What follows belongs to an exercise in optimizing a design on an open flow for small area, a short achievable clock period and few clock cycles; a production flow would make more cautious choices. Where RTL was checked, it was by simulation tests only, not by an equivalence proof against the original. No activity file was given, so power comes from the tool's default toggle rates.

==> inputs of v21 <==
==> flow/design.v <==
module fpga_disp_next (
  input  wire        rdy,
  input  wire [2:0]  st,
  input  wire        cs,
  input  wire        rst_l,
  input  wire        sclk,
  input  wire        set0,
  input  wire [8:0]  cnt,
  input  wire        aux,
  input  wire        intn,
  input  wire        redraw,
  input  wire        fb_we,
  input  wire [14:0] fb_addr,
  input  wire [7:0]  fb_data,
  output reg         rdy_i,
  output reg  [2:0]  st_i,
  output reg         set0_i,
  output reg  [8:0]  cnt_i,
  output reg         intn_i,
  output reg         redraw_i,
  output reg         we_i,
  output reg  [14:0] addr_i,
  output reg  [7:0]  data_i,
  output wire        stall_b,       
  output reg  [2:0]  st_b,
  output reg  [8:0]  cnt_b,
  output wire        aux_b,
  output reg         intn_b,
  output wire        we_b,
  output wire        cs_fall,       
  output wire        sclk_inc,      
  output wire        sclk_hit,      
  output wire [5:0]  scnt_inc,
  output wire        rst_fall,      
  output wire        rst_rise       
);
  localparam [4:0] C_SKIP = 5'd28,    
                   C_SET0 = 5'd23,    
                   C_SET1 = 5'd31;    
  localparam [14:0] A_TOP = 15'd25308;
  wire [4:0] cls   = fb_addr[4:0];    
  wire [5:0] scnt  = fb_addr[12:7];   
  wire       s_prog  = st == 3'd0;
  wire       s_cmd   = st == 3'd1;
  wire       s_param = st == 3'd2;
  wire       s_scene = st == 3'd3;
  wire       s_line  = st == 3'd4;
  wire       s_data  = st == 3'd5;
  wire       s_fill  = st[2:1] == 2'b11;
  wire [7:0] d = fb_data;             
  wire [7:0] exp_c =
    (cls == 5'd0) ? "D" :
    (cls == 5'd1) ? "a" :
    (cls == 5'd2) ? "t" :
    (cls == 5'd3) ? "e" :
    (cls == 5'd4) ? ":" :
    (cls == 5'd5) ? " " :
    (cls == 5'd6) ? "D" :
    (cls == 5'd7) ? "e" :
    (cls == 5'd8) ? "c" :
    (cls == 5'd9) ? " " :
    (cls == 5'd10) ? "1" :
    (cls == 5'd11) ? "0" :
    (cls == 5'd12) ? " " :
    (cls == 5'd13) ? "2" :
    (cls == 5'd14) ? "0" :
    (cls == 5'd15) ? "1" :
    (cls == 5'd16) ? "4" :
    (cls == 5'd17) ? " " :
    (cls == 5'd18) ? "0" :
    (cls == 5'd19) ? "8" :
    (cls == 5'd20) ? ":" :
    (cls == 5'd21) ? "3" :
    (cls == 5'd22) ? "0" :
    8'h00;
  reg [4:0] cls_n;
  always @(*) begin
    cls_n = cls;
    if (cls < 5'd23) begin
      if (d == 8'h00) cls_n = (cls < 5'd5) ? 5'd0 : C_SET1;
      else if (d == exp_c) cls_n = cls + 5'd1;    
      else cls_n = (cls < 5'd5) ? C_SKIP : C_SET1;
    end else if (cls == C_SKIP && d == 8'h00) begin
      cls_n = 5'd0;
    end
  end
  wire       col_end = cnt[7:0] == 8'd172;    
  wire       fresh   = aux && s_data;
  wire [7:0] adj_col = fresh ? ((d < 8'd148) ? d : 8'd0) : fb_addr[7:0];
  wire [14:0] a_adj  = A_TOP + adj_col + !fresh;
  always @(*) begin
    rdy_i    = rdy;
    st_i     = st;
    set0_i   = set0;
    cnt_i    = cnt;
    intn_i   = intn;
    redraw_i = redraw;
    we_i     = 1'b0;
    addr_i   = fb_addr;
    data_i   = fb_data;
    if (fb_we || fresh)
      addr_i = (col_end || fresh) ? a_adj : fb_addr - 15'd148;
    if (s_scene)
      addr_i = A_TOP;
    if (s_prog) begin
      if (aux) addr_i[4:0] = cls_n;
      set0_i = (aux ? cls_n : cls) == C_SET0;
    end
    if (!rdy && s_cmd) begin
      rdy_i  = 1'b1;
      intn_i = 1'b1;
      if (set0) begin
        if (d == 8'h01) begin st_i = 3'd2; cnt_i = 9'd0; end
        else if (d == 8'h04) st_i = 3'd3;
        else begin intn_i = 1'b0; st_i = 3'd1; end
      end else begin
        if (d == 8'h00) ;
        else if (d == 8'h01) st_i = 3'd4;
        else if (d == 8'h02) begin redraw_i = 1'b1; intn_i = 1'b0; st_i = 3'd1; end
        else begin intn_i = 1'b0; st_i = 3'd1; end
      end
    end
    if (!rdy && s_scene) begin
      intn_i = 1'b0;
      st_i   = 3'd1;
      if (d[7:2] == 6'd0) begin
        st_i     = (d[1:0] == 2'd1) ? 3'd7 : 3'd6;
        redraw_i = 1'b1;
        we_i     = 1'b1;
        data_i   = (d[1:0] == 2'd2) ? 8'h30 : (d[1:0] == 2'd3) ? 8'h0C : 8'h00;
        cnt_i    = 9'd1;
      end else begin
        rdy_i = 1'b1;
      end
    end
    if (s_fill) begin
      we_i = 1'b1;
      if (col_end)
        cnt_i = {(fb_addr[7:0] >= 8'd49) && (fb_addr[7:0] <= 8'd96), 8'd1};
      else
        cnt_i[7:0] = cnt[7:0] + 8'd1;
      if (st[0])
        data_i = (cnt[8] && cnt[7:0] >= 8'd62 && cnt[7:0] <= 8'd109) ? 8'hFC : 8'h00;
      if (fb_addr == 15'd295) begin               
        rdy_i = 1'b1;
        st_i  = 3'd1;
      end
    end
  end
  wire trig = cnt[7:0] == 8'd188;
  assign stall_b = cs && (s_cmd || s_scene);
  assign aux_b   = cs && ((s_prog && !cnt[8] && cnt[8:1] != 8'd0) || s_line);
  assign we_b    = cs && s_data && !trig && cnt[7:0] < 8'd172;
  always @(*) begin
    st_b   = st;
    cnt_b  = cnt;
    intn_b = intn;
    if (cs) begin
      case (st)
        3'd0:  if (!cnt[8]) cnt_b = cnt + 9'd1;
        3'd2: begin
          if (cnt[1:0] == 2'd3) begin intn_b = 1'b0; st_b = 3'd1; end
          else cnt_b = cnt + 9'd1;
        end
        3'd4: begin
          cnt_b  = 9'd240;
          st_b   = 3'd5;
          intn_b = 1'b1;
        end
        3'd5: begin
          if (trig) begin
            st_b   = 3'd4;
            intn_b = 1'b0;
          end else begin
            cnt_b = cnt + 9'd1;
          end
        end
        default: ;
      endcase
    end
  end
  assign cs_fall  = cs && !s_prog;
  assign sclk_inc = !sclk && !cs && s_prog;
  assign sclk_hit = sclk_inc && scnt == 6'd19;        
  assign scnt_inc = {scnt[4:0], ~(scnt[5] ^ scnt[4])};
  assign rst_fall = rst_l;
  assign rst_rise = !rst_l;
endmodule
module fpga_disp_ctrl (
  input  wire        clk,
  input  wire        rst,        
  input  wire        ev_valid,
  output wire        ev_ready,
  input  wire [2:0]  ev_type,
  input  wire [7:0]  ev_data,
  output reg         intn,
  output reg         cdone,
  output reg         redraw,
  output reg         fb_we,
  output reg  [14:0] fb_addr,
  output reg  [7:0]  fb_data
);
  reg        rdy;           
  reg [2:0]  st;
  reg        cs, rst_l, sclk;
  reg        set0;          
  reg [8:0]  cnt;
  reg        aux;
  assign ev_ready = rdy;
  wire        rdy_i, set0_i, intn_i, redraw_i, we_i;
  wire [2:0]  st_i, st_b;
  wire [8:0]  cnt_i, cnt_b;
  wire [14:0] addr_i;
  wire [7:0]  data_i;
  wire        stall_b, aux_b, intn_b, we_b;
  wire        cs_fall, sclk_inc, sclk_hit, rst_fall, rst_rise;
  wire [5:0]  scnt_inc;
  fpga_disp_next u_next (
    .rdy(rdy), .st(st), .cs(cs), .rst_l(rst_l), .sclk(sclk), .set0(set0),
    .cnt(cnt), .aux(aux), .intn(intn), .redraw(redraw), .fb_we(fb_we),
    .fb_addr(fb_addr), .fb_data(fb_data),
    .rdy_i(rdy_i), .st_i(st_i), .set0_i(set0_i), .cnt_i(cnt_i), .intn_i(intn_i),
    .redraw_i(redraw_i), .we_i(we_i), .addr_i(addr_i), .data_i(data_i),
    .stall_b(stall_b), .st_b(st_b), .cnt_b(cnt_b), .aux_b(aux_b), .intn_b(intn_b),
    .we_b(we_b),
    .cs_fall(cs_fall), .sclk_inc(sclk_inc), .sclk_hit(sclk_hit), .scnt_inc(scnt_inc),
    .rst_fall(rst_fall), .rst_rise(rst_rise)
  );
  wire acc  = ev_valid && rdy;
  wire b0   = ev_data[0];
  wire e_b  = acc && ev_type == 3'd0;                   
  wire e_c0 = acc && ev_type == 3'd1 && !b0 && cs_fall;  
  wire e_s  = acc && ev_type == 3'd2;                   
  wire e_s1 = e_s && b0 && sclk_inc;                    
  wire e_r  = acc && ev_type == 3'd3;                   
  wire e_r0 = e_r && !b0 && rst_fall;                   
  wire e_r1 = e_r && b0 && rst_rise;                    
  wire e_n  = acc && ev_type == 3'd4;                   
  always @(posedge clk) begin
    if (rst) begin
      rdy    <= 1'b1;
      st     <= 3'd0;
      cnt    <= 9'd0;
      cs     <= 1'b0;
      rst_l  <= 1'b0;
      sclk   <= 1'b0;
      aux    <= 1'b0;
      intn   <= 1'b1;
      cdone  <= 1'b0;
      redraw <= 1'b0;
      fb_we  <= 1'b0;
    end else begin
      rdy    <= rdy_i && !(e_b && stall_b);
      st     <= e_r0 ? 3'd0 :
                (e_c0 || (e_s1 && sclk_hit)) ? 3'd1 :
                e_b ? st_b : st_i;
      cnt    <= e_r0 ? 9'd0 : e_b ? cnt_b : cnt_i;
      if (acc && ev_type == 3'd1) cs <= b0;
      if (e_r) rst_l <= b0;
      if (e_s) sclk <= b0;
      aux    <= e_b && aux_b;
      intn   <= e_r0 ? 1'b1 :
                (e_c0 || (e_s1 && sclk_hit)) ? 1'b0 :
                e_b ? intn_b : intn_i;
      cdone  <= (e_s1 && sclk_hit) ? 1'b1 : e_r1 ? 1'b0 : cdone;
      redraw <= e_n ? 1'b0 : redraw_i;
      fb_we  <= e_b ? we_b : we_i;
    end
    set0 <= set0_i;
    fb_data <= rdy ? ev_data : data_i;
    fb_addr[14:13] <= addr_i[14:13];
    fb_addr[12:7]  <= (rst || e_r0) ? 6'd0 : e_s1 ? scnt_inc : addr_i[12:7];
    fb_addr[6:5]   <= addr_i[6:5];
    fb_addr[4:0]   <= (rst || e_r0) ? 5'd0 : addr_i[4:0];
  end
endmodule
==> flow/flow/run.sh <==
#!/bin/bash
# Layout flow: the standard ORFS flow (standard.sh: ORFS synthesis with
# synth_recipe.tcl, floorplan, power grid, tap cells, placement, CTS, routing),
# with these changes, all passed to make as VAR=value:
#  - synthesis runs synth_recipe.tcl through flow/synth_abc.tcl, which only
#    swaps ABC's mapping script for flow/area.abc (an area-oriented mapping;
#    the flip-flops are mapped before ABC and stay as synth_recipe.tcl maps them);
#  - ADDER_MAP_FILE is empty, so adders are left to ABC as plain gates;
#  - the port buffers are plain buffers (buffer_ports -buffer_cell);
#  - any further settings in flow/extra.env, one VAR=value per line.
# make's full output goes to orfs_flow.log here; ORFS writes each step's log
# under orfs/logs/.
set -euo pipefail
here=$(pwd)
export FLOW_SYNTH_TCL="$here/synth_recipe.tcl"
export FLOW_ABC_SCRIPT="$here/flow/area.abc"
extra=("SYNTH_SCRIPT=$here/flow/synth_abc.tcl" "ADDER_MAP_FILE="
       "BUFFER_PORTS_ARGS=-buffer_cell sky130_fd_sc_hd__buf_2")
if [[ -f flow/extra.env ]]; then
  while IFS= read -r line; do
    [[ -z "$line" || "$line" == \#* ]] && continue
    extra+=("$line")
  done < flow/extra.env
fi
bash standard.sh "${extra[@]}" finish > "$here/orfs_flow.log" 2>&1
==> flow/flow/area.abc <==
strash
dch
map -a
topo
dnsize
==> flow/flow/extra.env <==
SETUP_SLACK_MARGIN=5.5
==> flow/flow/synth_abc.tcl <==
# The standard flow's synthesis script (synth_recipe.tcl, unchanged), with the ABC
# technology-mapping script replaced by the one in FLOW_ABC_SCRIPT. ABC maps
# only the combinational logic; the flip-flops are mapped before it.
proc abc {args} {
  set i [lsearch -exact $args -script]
  if {$i >= 0 && [info exists ::env(FLOW_ABC_SCRIPT)]} {
    lset args [expr {$i + 1}] $::env(FLOW_ABC_SCRIPT)
  }
  yosys abc {*}$args
}
source $::env(FLOW_SYNTH_TCL)
==> flow/standard.sh <==
#!/bin/bash
# synth_recipe.tcl (not shown) runs the flow's synth.tcl, then flattens the netlist and writes it again
# the make line also repeats each setting of config.mk as NAME=value (left out here)
make -C /OpenROAD-flow-scripts/flow DESIGN_CONFIG=/design/flow/config.mk WORK_HOME=/design/flow/orfs CLKGATE_MAP_FILE= SYNTH_SCRIPT=/design/flow/synth_recipe.tcl "${@:-finish}"
==> flow/config.mk <==
export PLATFORM = sky130hd
export DESIGN_NAME = fpga_disp_ctrl
export DESIGN_NICKNAME = fpga_disp_ctrl
export VERILOG_FILES = /design/flow/design.v
export SDC_FILE = /design/flow/constraint.sdc
export NUM_CORES = 4
export LEC_CHECK = 0
export ABC_AREA = 1
export CAP_MARGIN = 20
export CORE_MARGIN = 2
export CORE_UTILIZATION = 40
export CTS_BUF_LIST = sky130_fd_sc_hd__clkbuf_8
export SETUP_SLACK_MARGIN = 5
export SLEW_MARGIN = 20
export SYNTH_HIERARCHICAL = 1
export SYNTH_MINIMUM_KEEP_SIZE = 0
==> flow/constraint.sdc <==
create_clock -name core_clock -period 8.0 [get_ports {clk}]
set_input_delay 1.6000 -clock core_clock [delete_from_list [all_inputs] [get_ports {clk}]]
set_output_delay 1.6000 -clock core_clock [all_outputs]
set_load 0.01 [all_outputs]
==> v31 (differences from v21) <==
--- a/flow/design.v
+++ b/flow/design.v
@@ -35,9 +35,11 @@
   output wire        rst_rise       
 );
-  localparam [4:0] C_SKIP = 5'd28,    
-                   C_SET0 = 5'd23,    
-                   C_SET1 = 5'd31;    
+  localparam [1:0] C_MATCH = 2'd0,    
+                   C_SKIP  = 2'd1,    
+                   C_SET0  = 2'd2,    
+                   C_SET1  = 2'd3;    
   localparam [14:0] A_TOP = 15'd25308;
-  wire [4:0] cls   = fb_addr[4:0];    
+  wire [4:0] cpos  = fb_addr[4:0];    
+  wire [1:0] cmode = fb_addr[6:5];
   wire [5:0] scnt  = fb_addr[12:7];   
   wire       s_prog  = st == 3'd0;
@@ -50,38 +52,55 @@
   wire [7:0] d = fb_data;             
   wire [7:0] exp_c =
-    (cls == 5'd0) ? "D" :
-    (cls == 5'd1) ? "a" :
-    (cls == 5'd2) ? "t" :
-    (cls == 5'd3) ? "e" :
-    (cls == 5'd4) ? ":" :
-    (cls == 5'd5) ? " " :
-    (cls == 5'd6) ? "D" :
-    (cls == 5'd7) ? "e" :
-    (cls == 5'd8) ? "c" :
-    (cls == 5'd9) ? " " :
-    (cls == 5'd10) ? "1" :
-    (cls == 5'd11) ? "0" :
-    (cls == 5'd12) ? " " :
-    (cls == 5'd13) ? "2" :
-    (cls == 5'd14) ? "0" :
-    (cls == 5'd15) ? "1" :
-    (cls == 5'd16) ? "4" :
-    (cls == 5'd17) ? " " :
-    (cls == 5'd18) ? "0" :
-    (cls == 5'd19) ? "8" :
-    (cls == 5'd20) ? ":" :
-    (cls == 5'd21) ? "3" :
-    (cls == 5'd22) ? "0" :
+    (cpos == 5'd0) ? "D" :
+    (cpos == 5'd1) ? "a" :
+    (cpos == 5'd3) ? "t" :
+    (cpos == 5'd7) ? "e" :
+    (cpos == 5'd14) ? ":" :
+    (cpos == 5'd28) ? " " :
+    (cpos == 5'd25) ? "D" :
+    (cpos == 5'd18) ? "e" :
+    (cpos == 5'd4) ? "c" :
+    (cpos == 5'd8) ? " " :
+    (cpos == 5'd17) ? "1" :
+    (cpos == 5'd2) ? "0" :
+    (cpos == 5'd5) ? " " :
+    (cpos == 5'd10) ? "2" :
+    (cpos == 5'd21) ? "0" :
+    (cpos == 5'd11) ? "1" :
+    (cpos == 5'd23) ? "4" :
+    (cpos == 5'd15) ? " " :
+    (cpos == 5'd30) ? "0" :
+    (cpos == 5'd29) ? "8" :
+    (cpos == 5'd27) ? ":" :
+    (cpos == 5'd22) ? "3" :
+    (cpos == 5'd13) ? "0" :
     8'h00;
-  reg [4:0] cls_n;
+  wire [4:0] cpos_inc = {cpos[3:0], ~(cpos[4] ^ cpos[2])};
+  wire       cpos_lt5 = cpos == 5'd0 || cpos == 5'd1 || cpos == 5'd3 || cpos == 5'd7 || cpos == 5'd14;
+  reg [1:0] cmode_n;
+  reg [4:0] cpos_n;
   always @(*) begin
-    cls_n = cls;
-    if (cls < 5'd23) begin
-      if (d == 8'h00) cls_n = (cls < 5'd5) ? 5'd0 : C_SET1;
-      else if (d == exp_c) cls_n = cls + 5'd1;    
-      else cls_n = (cls < 5'd5) ? C_SKIP : C_SET1;
-    end else if (cls == C_SKIP && d == 8'h00) begin
-      cls_n = 5'd0;
-    end
+    cmode_n = cmode;
+    cpos_n  = cpos;
+    case (cmode)
+      C_MATCH: begin
+        if (d == 8'h00) begin
+          if (!cpos_lt5) cmode_n = C_SET1;
+          else cpos_n = 5'd0;
+        end else if (d == exp_c) begin
+          cpos_n = cpos_inc;
+          if (cpos == 5'd13) cmode_n = C_SET0;
+        end else begin
+          cmode_n = cpos_lt5 ? C_SKIP : C_SET1;
+        end
+      end
+      C_SKIP: begin
+        if (d == 8'h00) begin
+          cmode_n = C_MATCH;
+          cpos_n  = 5'd0;
+        end
+      end
+      default: ;
+    endcase
   end
   wire       col_end = cnt[7:0] == 8'd172;    
@@ -104,6 +123,6 @@
       addr_i = A_TOP;
     if (s_prog) begin
-      if (aux) addr_i[4:0] = cls_n;
-      set0_i = (aux ? cls_n : cls) == C_SET0;
+      if (aux) addr_i[6:0] = {cmode_n, cpos_n};
+      set0_i = (aux ? cmode_n : cmode) == C_SET0;
     end
     if (!rdy && s_cmd) begin
@@ -271,6 +290,5 @@
     fb_addr[14:13] <= addr_i[14:13];
     fb_addr[12:7]  <= (rst || e_r0) ? 6'd0 : e_s1 ? scnt_inc : addr_i[12:7];
-    fb_addr[6:5]   <= addr_i[6:5];
-    fb_addr[4:0]   <= (rst || e_r0) ? 5'd0 : addr_i[4:0];
+    fb_addr[6:0]   <= (rst || e_r0) ? 7'd0 : addr_i[6:0];
   end
 endmodule
==> flow/flow/run.sh (replaced) <==
#!/bin/bash
# Layout flow: the standard ORFS flow (standard.sh, unchanged synthesis,
# floorplan, power grid and tap cells), with two changes:
#  - the port buffers are plain buffers (buffer_ports -buffer_cell) instead of
#    the delay cells buffer_ports picks by default;
#  - settings from flow/extra.env, passed to make as VAR=value.
# Each tool's full output goes to a log file in this folder.
set -euo pipefail
here=$(pwd)
extra=()
if [[ -f flow/extra.env ]]; then
  while IFS= read -r line; do
    [[ -z "$line" || "$line" == \#* ]] && continue
    extra+=("$line")
  done < flow/extra.env
fi
bash standard.sh "${extra[@]}" finish > "$here/orfs_flow.log" 2>&1
==> flow/flow/extra.env (replaced) <==
BUFFER_PORTS_ARGS=-buffer_cell sky130_fd_sc_hd__buf_2
SETUP_SLACK_MARGIN = 4.7   (was 5)
removed: flow/flow/area.abc
removed: flow/flow/synth_abc.tcl
==> metrics.yaml <==
worst_setup_path:
  worst-path-stages: 19
  critPathLaunch: "fb_addr[0]"
  cp_slowest_stage_delay_ps: 850
sta:
  finalCriticalPeriod_ps: 3040
  finClkSkew_ps: 11.9
synthesis:
  synth_cell_types: 53
  syn-cell-area_mm2: 0.00478
pwr:
  power.net_switching_w: 0.000127
  power_frac_comb_pct: 10.0
floorplan:
  core_mm2: 0.0115
layout:
  post-route-util_pct: 44.1
  nets: 848
outcome:
  status: "finished clean"
clock_network:
  post_cts_resized: 0
(the above is from v31)
==> metrics.yaml <==
worst_setup_path:
  critPathLaunch: "fb_addr[2]"
  worst-path-stages: 18
  cp_slowest_stage_delay_ps: 460
layout:
  nets: 760
outcome:
  status: "finished clean"
floorplan:
  core_mm2: 0.00881
pwr:
  power.net_switching_w: 0.000176
  power_frac_comb_pct: 21.4
synthesis:
  syn-cell-area_mm2: 0.00366
sta:
  finClkSkew_ps: 13.1
(the above is from v21)
Testbench counts of v31, summed over its fixed seeds: cycles 661,383.
The RTL of v21 was laid out without a check of its function.

[afterwards: timing with drivers on the ports]
The flow's constraints put no driver on any port. The routed layouts listed below were extracted and timed again, unchanged, in two steps.
Step 1 sets driving cells, clkbuf_16 on the clock port and buf_2 on the other inputs (assumed; they add their load-dependent delay and slew).
Step 2 times the ports against the registers' clock, not the clock port: input delays grow and output delays shrink by t, the midpoint of the rising clock arrivals with the driver on.
a / b / c = ideal ports / drivers / drivers and shift; a / b = the first two.
run	shift t [ns]	slack for setup (ns)	worst setup path after step 2	clock arrival spread, ns	pins driven straight from the clock port
v21	0.349	4.998 / 4.998 / 4.998	register to register	0.013 / 0.013	1
v31	0.348	4.965 / 4.940 / 4.713	input to register	0.012 / 0.012	1
After both steps setup and hold are still met in every run listed. The setup slack of v31, which loses most, moves by -0.025 ns with the drivers and by -0.252 ns with both steps.
